This is an optimization exercise on Yosys and OpenROAD, whose aim is small area and few clock cycles, not a production implementation.
In this exercise RTL edits were held to simulation tests only and were not proved equivalent to the original.
No activity file was given, so power comes from the tool's default toggle rates.

[design/flow/crc16_table.hex]
0000
1021
2042
3063
4084
50a5
60c6
70e7
8108
9129
a14a
b16b
c18c
d1ad
e1ce
f1ef
1231
0210
3273
2252
52b5
4294
72f7
62d6
9339
8318
b37b
a35a
d3bd
c39c
f3ff
e3de
2462
3443
0420
1401
64e6
74c7
44a4
5485
a56a
b54b
8528
9509
e5ee
f5cf
c5ac
d58d
3653
2672
1611
0630
76d7
66f6
5695
46b4
b75b
a77a
9719
8738
f7df
e7fe
d79d
c7bc
48c4
58e5
6886
78a7
0840
1861
2802
3823
c9cc
d9ed
e98e
f9af
8948
9969
a90a
b92b
5af5
4ad4
7ab7
6a96
1a71
0a50
3a33
2a12
dbfd
cbdc
fbbf
eb9e
9b79
8b58
bb3b
ab1a
6ca6
7c87
4ce4
5cc5
2c22
3c03
0c60
1c41
edae
fd8f
cdec
ddcd
ad2a
bd0b
8d68
9d49
7e97
6eb6
5ed5
4ef4
3e13
2e32
1e51
0e70
ff9f
efbe
dfdd
cffc
bf1b
af3a
9f59
8f78
9188
81a9
b1ca
a1eb
d10c
c12d
f14e
e16f
1080
00a1
30c2
20e3
5004
4025
7046
6067
83b9
9398
a3fb
b3da
c33d
d31c
e37f
f35e
02b1
1290
22f3
32d2
4235
5214
6277
7256
b5ea
a5cb
95a8
8589
f56e
e54f
d52c
c50d
34e2
24c3
14a0
0481
7466
6447
5424
4405
a7db
b7fa
8799
97b8
e75f
f77e
c71d
d73c
26d3
36f2
0691
16b0
6657
7676
4615
5634
d94c
c96d
f90e
e92f
99c8
89e9
b98a
a9ab
5844
4865
7806
6827
18c0
08e1
3882
28a3
cb7d
db5c
eb3f
fb1e
8bf9
9bd8
abbb
bb9a
4a75
5a54
6a37
7a16
0af1
1ad0
2ab3
3a92
fd2e
ed0f
dd6c
cd4d
bdaa
ad8b
9de8
8dc9
7c26
6c07
5c64
4c45
3ca2
2c83
1ce0
0cc1
ef1f
ff3e
cf5d
df7c
af9b
bfba
8fd9
9ff8
6e17
7e36
4e55
5e74
2e93
3eb2
0ed1
1ef0
[design/flow/config.mk]
export PLATFORM = sky130hd
export DESIGN_NAME = frame_codec
export DESIGN_NICKNAME = frame_codec
export VERILOG_FILES = /design/flow/design.v
export SDC_FILE = /design/flow/constraint.sdc
export NUM_CORES = 4
export LEC_CHECK = 0
export CAP_MARGIN = 20
export CORE_MARGIN = 2
export CORE_UTILIZATION = 40
export SLEW_MARGIN = 20
[design/flow/run.sh]
#!/bin/bash
# synth_recipe.tcl (not shown) runs the flow's synth.tcl, then flattens the netlist and writes it again
# the make line also repeats each setting of config.mk as NAME=value (left out here)
make -C /OpenROAD-flow-scripts/flow DESIGN_CONFIG=/design/flow/config.mk WORK_HOME=/design/flow/orfs CLKGATE_MAP_FILE= SYNTH_SCRIPT=/design/flow/synth_recipe.tcl finish
[design/flow/design.v]
module crc16_step (
    input  wire [15:0] seed,
    input  wire [7:0]  data,
    output wire [15:0] next
);
    reg [15:0] table_rom [0:255];
    initial $readmemh("crc16_table.hex", table_rom);
    wire [7:0] idx = seed[15:8] ^ data;
    assign next = table_rom[idx] ^ {seed[7:0], 8'h00};
endmodule
module frame_tx (
    input  wire        clk,
    input  wire        rst,
    input  wire        start,
    input  wire [7:0]  opcode,
    input  wire [15:0] len,
    input  wire        pl_valid,
    input  wire [7:0]  pl_data,
    output reg         pl_ready,
    output reg         out_valid,
    output reg  [7:0]  out_data,
    output reg         out_last,
    input  wire        out_ready,
    output wire        busy,
    output reg         trunc
);
    localparam S_IDLE   = 4'd0,
               S_SYNC_H = 4'd1,
               S_SYNC_L = 4'd2,
               S_OPC    = 4'd3,
               S_LEN_H  = 4'd4,
               S_LEN_L  = 4'd5,
               S_PAY    = 4'd6,
               S_CRC_H  = 4'd7,
               S_CRC_L  = 4'd8,
               S_DRAIN  = 4'd9;
    reg [3:0]  state;
    reg [7:0]  op_r;
    reg [15:0] len_in;     
    reg [15:0] len_fr;     
    reg [15:0] cnt;        
    reg [15:0] crc;
    assign busy = (state != S_IDLE);
    wire load = !out_valid || out_ready;
    reg  [7:0]  crc_byte;
    wire [15:0] crc_next;
    crc16_step u_step (.seed(crc), .data(crc_byte), .next(crc_next));
    wire trunc_now = (opcode == 8'h01) && (len > 16'd1024);
    always @(*) begin
        case (state)
            S_OPC:   crc_byte = op_r;
            S_LEN_H: crc_byte = len_fr[15:8];
            S_LEN_L: crc_byte = len_fr[7:0];
            default: crc_byte = pl_data;
        endcase
    end
    always @(*) begin
        case (state)
            S_PAY:   pl_ready = load;
            S_DRAIN: pl_ready = 1'b1;
            default: pl_ready = 1'b0;
        endcase
    end
    always @(posedge clk) begin
        if (rst) begin
            state     <= S_IDLE;
            op_r      <= 8'h00;
            len_in    <= 16'd0;
            len_fr    <= 16'd0;
            cnt       <= 16'd0;
            crc       <= 16'hFFFF;
            out_valid <= 1'b0;
            out_data  <= 8'h00;
            out_last  <= 1'b0;
            trunc     <= 1'b0;
        end else begin
            if (load)
                out_valid <= 1'b0;
            case (state)
                S_IDLE: begin
                    if (start) begin
                        op_r   <= opcode;
                        len_in <= len;
                        len_fr <= trunc_now ? 16'd1024 : len;
                        trunc  <= trunc_now;
                        cnt    <= 16'd0;
                        crc    <= 16'hFFFF;
                        state  <= S_SYNC_H;
                    end
                end
                S_SYNC_H: if (load) begin
                    out_valid <= 1'b1; out_data <= 8'hAB; out_last <= 1'b0;
                    state <= S_SYNC_L;
                end
                S_SYNC_L: if (load) begin
                    out_valid <= 1'b1; out_data <= 8'hCD; out_last <= 1'b0;
                    state <= S_OPC;
                end
                S_OPC: if (load) begin
                    out_valid <= 1'b1; out_data <= op_r; out_last <= 1'b0;
                    crc <= crc_next;
                    state <= S_LEN_H;
                end
                S_LEN_H: if (load) begin
                    out_valid <= 1'b1; out_data <= len_fr[15:8]; out_last <= 1'b0;
                    crc <= crc_next;
                    state <= S_LEN_L;
                end
                S_LEN_L: if (load) begin
                    out_valid <= 1'b1; out_data <= len_fr[7:0]; out_last <= 1'b0;
                    crc <= crc_next;
                    state <= (len_fr == 16'd0) ? S_CRC_H : S_PAY;
                end
                S_PAY: if (load && pl_valid) begin
                    out_valid <= 1'b1; out_data <= pl_data; out_last <= 1'b0;
                    crc <= crc_next;
                    cnt <= cnt + 16'd1;
                    if (cnt + 16'd1 == len_fr)
                        state <= S_CRC_H;
                end
                S_CRC_H: if (load) begin
                    out_valid <= 1'b1; out_data <= crc[15:8]; out_last <= 1'b0;
                    state <= S_CRC_L;
                end
                S_CRC_L: if (load) begin
                    out_valid <= 1'b1; out_data <= crc[7:0]; out_last <= 1'b1;
                    state <= (len_in != len_fr) ? S_DRAIN : S_IDLE;
                end
                S_DRAIN: if (pl_valid) begin
                    cnt <= cnt + 16'd1;
                    if (cnt + 16'd1 == len_in)
                        state <= S_IDLE;
                end
                default: state <= S_IDLE;
            endcase
        end
    end
endmodule
module frame_rx (
    input  wire        clk,
    input  wire        rst,
    input  wire        start,
    input  wire [7:0]  expect_op,
    input  wire        abort,
    input  wire        in_valid,
    input  wire [7:0]  in_data,
    input  wire        in_last,
    output wire        in_ready,
    output reg         pl_valid,
    output reg  [7:0]  pl_data,
    output reg         busy,
    output reg         done,
    output reg  [1:0]  err,
    output reg         sync_ok,
    output reg         len_ok,
    output reg  [15:0] plen,
    output reg  [16:0] n,
    output reg  [15:0] crc
);
    localparam [16:0] RX_MAX = 17'd65542;
    localparam [1:0] E_OK       = 2'd0,
                     E_SHORT    = 2'd1,
                     E_CHECKSUM = 2'd2,
                     E_OPCODE   = 2'd3;
    reg [7:0]  exp_r;
    reg [7:0]  op_r;
    reg [15:0] len_r;
    reg [7:0]  b1;        
    reg [7:0]  b2;        
    reg        sync_hi;   
    reg        sync_lo;   
    assign in_ready = busy && (n != RX_MAX);
    wire        take = in_valid && in_ready && !abort;
    wire [15:0] crc_next;
    crc16_step u_step (.seed(crc), .data(b2), .next(crc_next));
    wire [16:0] n1        = n + 17'd1;       
    wire [16:0] body_len  = n - 17'd6;       
    wire [15:0] rx_crc    = {b1, in_data};
    wire [15:0] crc_fold  = (n >= 17'd4) ? crc_next : crc;
    wire        sync_end  = sync_hi && ((n == 17'd1) ? (in_data == 8'hCD) : sync_lo);
    wire [16:0] pl_idx    = n - 17'd7;
    always @(posedge clk) begin
        if (rst) begin
            busy     <= 1'b0;
            done     <= 1'b0;
            err      <= E_OK;
            sync_ok  <= 1'b0;
            len_ok   <= 1'b0;
            plen     <= 16'd0;
            n        <= 17'd0;
            crc      <= 16'hFFFF;
            exp_r    <= 8'h00;
            op_r     <= 8'h00;
            len_r    <= 16'd0;
            b1       <= 8'h00;
            b2       <= 8'h00;
            sync_hi  <= 1'b0;
            sync_lo  <= 1'b0;
            pl_valid <= 1'b0;
            pl_data  <= 8'h00;
        end else begin
            pl_valid <= 1'b0;
            if (abort) begin
                busy    <= 1'b0;
                done    <= 1'b0;
                err     <= E_OK;
                sync_ok <= 1'b0;
                len_ok  <= 1'b0;
                plen    <= 16'd0;
                n       <= 17'd0;
            end else if (start && !busy) begin
                exp_r   <= expect_op;
                busy    <= 1'b1;
                done    <= 1'b0;
                err     <= E_OK;
                sync_ok <= 1'b0;
                len_ok  <= 1'b0;
                plen    <= 16'd0;
                n       <= 17'd0;
                crc     <= 16'hFFFF;
                sync_hi <= 1'b0;
                sync_lo <= 1'b0;
            end else if (take) begin
                n  <= n1;
                b1 <= in_data;
                b2 <= b1;
                case (n)
                    17'd0: sync_hi    <= (in_data == 8'hAB);
                    17'd1: sync_lo    <= (in_data == 8'hCD);
                    17'd2: op_r       <= in_data;
                    17'd3: len_r[15:8] <= in_data;
                    17'd4: len_r[7:0]  <= in_data;
                    default: ;
                endcase
                crc <= crc_fold;
                if (n >= 17'd7 && pl_idx < {1'b0, len_r}) begin
                    pl_valid <= 1'b1;
                    pl_data  <= b2;
                end
                if (in_last) begin
                    busy    <= 1'b0;
                    done    <= 1'b1;
                    sync_ok <= (n >= 17'd1) && sync_end;
                    if (n < 17'd6) begin
                        err    <= E_SHORT;
                        len_ok <= 1'b0;
                        plen   <= 16'd0;
                    end else begin
                        len_ok <= ({1'b0, len_r} == body_len);
                        if (crc_fold != rx_crc) begin
                            err  <= E_CHECKSUM;
                            plen <= 16'd0;
                        end else if (op_r != exp_r) begin
                            err  <= E_OPCODE;
                            plen <= 16'd0;
                        end else begin
                            err  <= E_OK;
                            plen <= ({1'b0, len_r} < body_len) ? len_r : body_len[15:0];
                        end
                    end
                end
            end
        end
    end
endmodule
module frame_codec (
    input  wire        clk,
    input  wire        rst,
    input  wire        tx_start,
    input  wire [7:0]  tx_opcode,
    input  wire [15:0] tx_len,
    input  wire        tx_pl_valid,
    input  wire [7:0]  tx_pl_data,
    output wire        tx_pl_ready,
    output wire        tx_out_valid,
    output wire [7:0]  tx_out_data,
    output wire        tx_out_last,
    input  wire        tx_out_ready,
    output wire        tx_busy,
    output wire        tx_trunc,
    input  wire        rx_start,
    input  wire [7:0]  rx_expect,
    input  wire        rx_abort,
    input  wire        rx_in_valid,
    input  wire [7:0]  rx_in_data,
    input  wire        rx_in_last,
    output wire        rx_in_ready,
    output wire        rx_pl_valid,
    output wire [7:0]  rx_pl_data,
    output wire        rx_busy,
    output wire        rx_done,
    output wire [1:0]  rx_err,
    output wire        rx_sync_ok,
    output wire        rx_len_ok,
    output wire [15:0] rx_plen,
    output wire [16:0] rx_n,
    output wire [15:0] rx_crc
);
    frame_tx u_tx (
        .clk(clk), .rst(rst),
        .start(tx_start), .opcode(tx_opcode), .len(tx_len),
        .pl_valid(tx_pl_valid), .pl_data(tx_pl_data), .pl_ready(tx_pl_ready),
        .out_valid(tx_out_valid), .out_data(tx_out_data), .out_last(tx_out_last),
        .out_ready(tx_out_ready),
        .busy(tx_busy), .trunc(tx_trunc)
    );
    frame_rx u_rx (
        .clk(clk), .rst(rst),
        .start(rx_start), .expect_op(rx_expect), .abort(rx_abort),
        .in_valid(rx_in_valid), .in_data(rx_in_data), .in_last(rx_in_last),
        .in_ready(rx_in_ready),
        .pl_valid(rx_pl_valid), .pl_data(rx_pl_data),
        .busy(rx_busy), .done(rx_done), .err(rx_err),
        .sync_ok(rx_sync_ok), .len_ok(rx_len_ok), .plen(rx_plen),
        .n(rx_n), .crc(rx_crc)
    );
endmodule
[design/flow/constraint.sdc]
create_clock -name core_clock -period 5.0 [get_ports {clk}]
set_input_delay 1.0000 -clock core_clock [delete_from_list [all_inputs] [get_ports {clk}]]
set_output_delay 1.0000 -clock core_clock [all_outputs]
set_load 0.01 [all_outputs]
==> flow_metrics.tcl <==
set metrics [dict create \
    status "finished clean" \
    ys_seq_area_frac 0.3319 \
    clock_latency_ps 540 \
    insertedDiodeCount 0 \
    synth.distinct_cells 87 \
    cts_hold_buf 0 \
    rsz0062_at_grt "false" \
    gp_congestion 0.9265 \
    root_buffer "clkbuf_16" \
    cts_buffer_depth 3 \
    synth_edf_count 0 \
    finalCriticalPeriod_ps 3927 \
    start_util 0.4080 \
    critPathCaptureType "primary output" \
    drtIter0Drc 988 \
    track_usage 0.2364 \
    min_path_cells 2 \
    stdcell_area_um2 14450 \
    dp.cells 1935 \
    worstMarginPinSlew_ps 1137 \
    yosysMostFrequentCell "nand2_1" \
    fillers 2870 \
    synth_common_cells "nand2_1 (213), dfxtp_1 (201), a21oi_1 (135), xnor2_1 (105), nor2_1 (103)" \
    synth_ff_type "dfxtp_1" \
    peakVddDrop_mv 0.2498 \
    min_to "u_rx.plen[2]" \
    die_x_um 178.1 \
    cts_resized 0 \
    core.rowCount 63 \
    gr-total-overflow 0 \
    antenna_found_initial 0 \
    hold_class "reg2reg" \
    drtPass1Iterations 6 \
    synth_area_leader_cell "dfxtp_1" \
    crit_type "reg2out" \
    routed_wl_mm 37.76 \
    hpwl_mm 27.66 \
    vias 11050 \
    place_area_um2 13600 \
    max_freq_mhz 254.6 \
    r2r_start "u_rx.n[2]" \
    maxSlewViolCount 0 \
    worstPathRequired_ps 4000 \
    synth_top_area_share 0.3319 \
    path_clk_slew_ps 60 \
    area_delta_synth_final_pct 19.21 \
    core_um2 29720 \
    finalSetupTns_ps 0 \
    post_drt_wl_per_cell_um 19.12 \
    final_nets 1669 \
    wl_met1_mm 16.75 \
    cts_setup_buffers 0 \
    ys_warn_count 3 \
    r2r_end "u_rx.plen[3]" \
    dieArea_um2 31720 \
    synth_area_leaders "dfxtp_1 (33%), xnor2_1 (7.6%), nand2_1 (6.6%), a21oi_1 (5.6%), xor2_1 (4.3%)" \
    p_leak_nw 5.168 \
    hold_violations 0 \
    ys_seq_elements 201 \
    grt_max_degree 71 \
    setup_viol 0 \
    cp-start-kind "register" \
    ant_nets 0 \
    relSlewSlack 0.2315 \
    synth_cells 1507 \
    r2r_cells 13 \
    wl_met3_mm 2.057 \
    drc 0 \
    synth_area_per_cell_um2 8.045 \
    io_pins 135 \
    rrSetupSlack_ps 1120 \
    io_buffers 134 \
    wl_met2_mm 17.64 \
    die_h_um 178.1 \
    post-route-period-util 0.7854 \
    fin_skew_ps 22.68 \
    critPathMaxFanout 19 \
    holdCritStartpoint "u_rx.plen[2]" \
    synthesis.nets 1603 \
    dr.max_layer_used "met4" \
    final_cells 1975 \
    cp_data_arrival_time_ps 2930 \
    htree_levels 1 \
    clock_sinks 201 \
    via_per_inst 5.595 \
    p_per_area_nw_per_um2 373.3 \
    cts_made_buffers 25 \
    grt_pass1_vias 10440 \
    cap_violations 0 \
    grt_pass1_wl_mm 59.34 \
    syn_area_um2 12120 \
    drive_gt1_frac 0.07445 \
    async_flop_share 0 \
    cts_tree "built" \
]
[critical path: stages, from the launching register on]
cell             delay (ps)
dfxtp_1                 670
nor2b_1                 260
nand2_1                  80
nor2_1                  640
a21o_1                  230
clkdlybuf4s50_1         530
[cell families (layout without fill, tap and decap cells)]
| family | count (synthesis) | after routing | share of synthesized area |
|---|---|---|---|
| XOR/XNOR | 171 | 171 | 0.1311 |
| flip-flops | 201 | 201 | 0.3319 |
| adder cells (fa/ha/maj) | 39 | 39 | 0.04025 |
| AND/OR/NAND/NOR | 590 | 590 | 0.2420 |
| multiplexers | 43 | 43 | 0.03684 |
| AO/OA/AOI/OAI | 319 | 319 | 0.1679 |
| buffers and inverters | 144 | 222 | 0.05005 |
[state kept, by name, summed over array words and instances, names as in the netlist, 16 cells and up]
name,cells
u_rx.plen,16
u_tx.len_fr,16
u_rx.crc,16
u_rx.n,17
u_tx.cnt,16
u_tx.crc,16
u_tx.len_in,16
u_rx.len_r,16
[area by class of cell]
class                      instances  area [um^2]  area share
clock inverter                     9        156.4     0.01082
multi-input combinational       1162         7513      0.5199
tap                              390        488.0     0.03376
clock buffer                      30        684.4     0.04736
timing repair buffer             150         1463      0.1012
inverter                          33        123.9    0.008571
sequential                       201         4024      0.2784
[metrics by stage]
stage	utilization	hold WS, ps	worst slack [ps]	power, mW
floorplan	-	435.7	1603	3.092
global placement	0.4572	440.9	1136	3.499
detailed placement	0.4575	446.0	1051	3.514
CTS	0.4858	453.8	1081	5.417
global route	0.4863	475.2	811.5	5.678
finish	0.4863	449.0	1073	5.395
[worst max-delay path by stage]
stage,slack [ps],cells past startpoint,end,from
2_1_floorplan,1600,14,u_rx.plen[10],u_rx.n[2]
3_3_place_gp,1140,6,u_rx.plen[5],rx_abort
3_5_place_dp,1050,6,u_rx.plen[1],rx_abort
4_1_cts,1080,5,tx_pl_ready,u_tx.state[2]
5_1_grt,810,13,u_rx.plen[4],u_rx.n[2]
6_report,1070,5,tx_pl_ready,u_tx.state[2]
[cells in the final DEF, fill, tap and decap left out, types with 30 or more instances in the layout]
cell,n
a21oi_1,134
nor3_1,50
nand3_1,60
nand2_1,213
xnor2_1,105
o21ai_0,59
inv_1,32
xor2_1,59
ha_1,39
dfxtp_1,201
mux2i_1,30
clkdlybuf4s50_1,133
nor2_1,102
[metal layers]
layer,vias up,track usage
li1,5390,-
met1,5201,0.3138
met2,382,0.3920
met3,78,0.03218
met4,0,0.08402
met5,-,0
[power by group]
part | internal, mW | leakage, nW | switching, mW | total [mW]
clock network | 1.17 | 0.415 | 0.720 | 1.89
registers | 1.78 | 1.63 | 0.278 | 2.05
logic | 0.670 | 3.12 | 0.782 | 1.45
Testbench counts, summed over its fixed seeds: cycles 114,484.

afterwards: timing with drivers on the ports:
How much do the figures lean on ideal ports? The routed layout below was timed once more, with nothing changed but the port constraints.
Step 1 assumes that a clkbuf_16 drives the clock port and a buf_2 every other input.
Step 2 times the ports against the registers' clock, not the clock port: input delays grow and output delays shrink by t, the midpoint of the rising clock arrivals with the driver on.
Three values: no drivers, after step 1, after step 2; two values: the first two.
t, ns: 0.581
setup WS [ns]: 1.073 / 1.021 / 1.005
worst setup path after step 2: input to register
clock arrival spread, ns: 0.024 / 0.023
worst data-port slew with drivers (ns): 0.07
After both steps this run still meets setup and hold. The setup slack of this run moves by -0.052 ns with the drivers and by -0.068 ns with both steps.
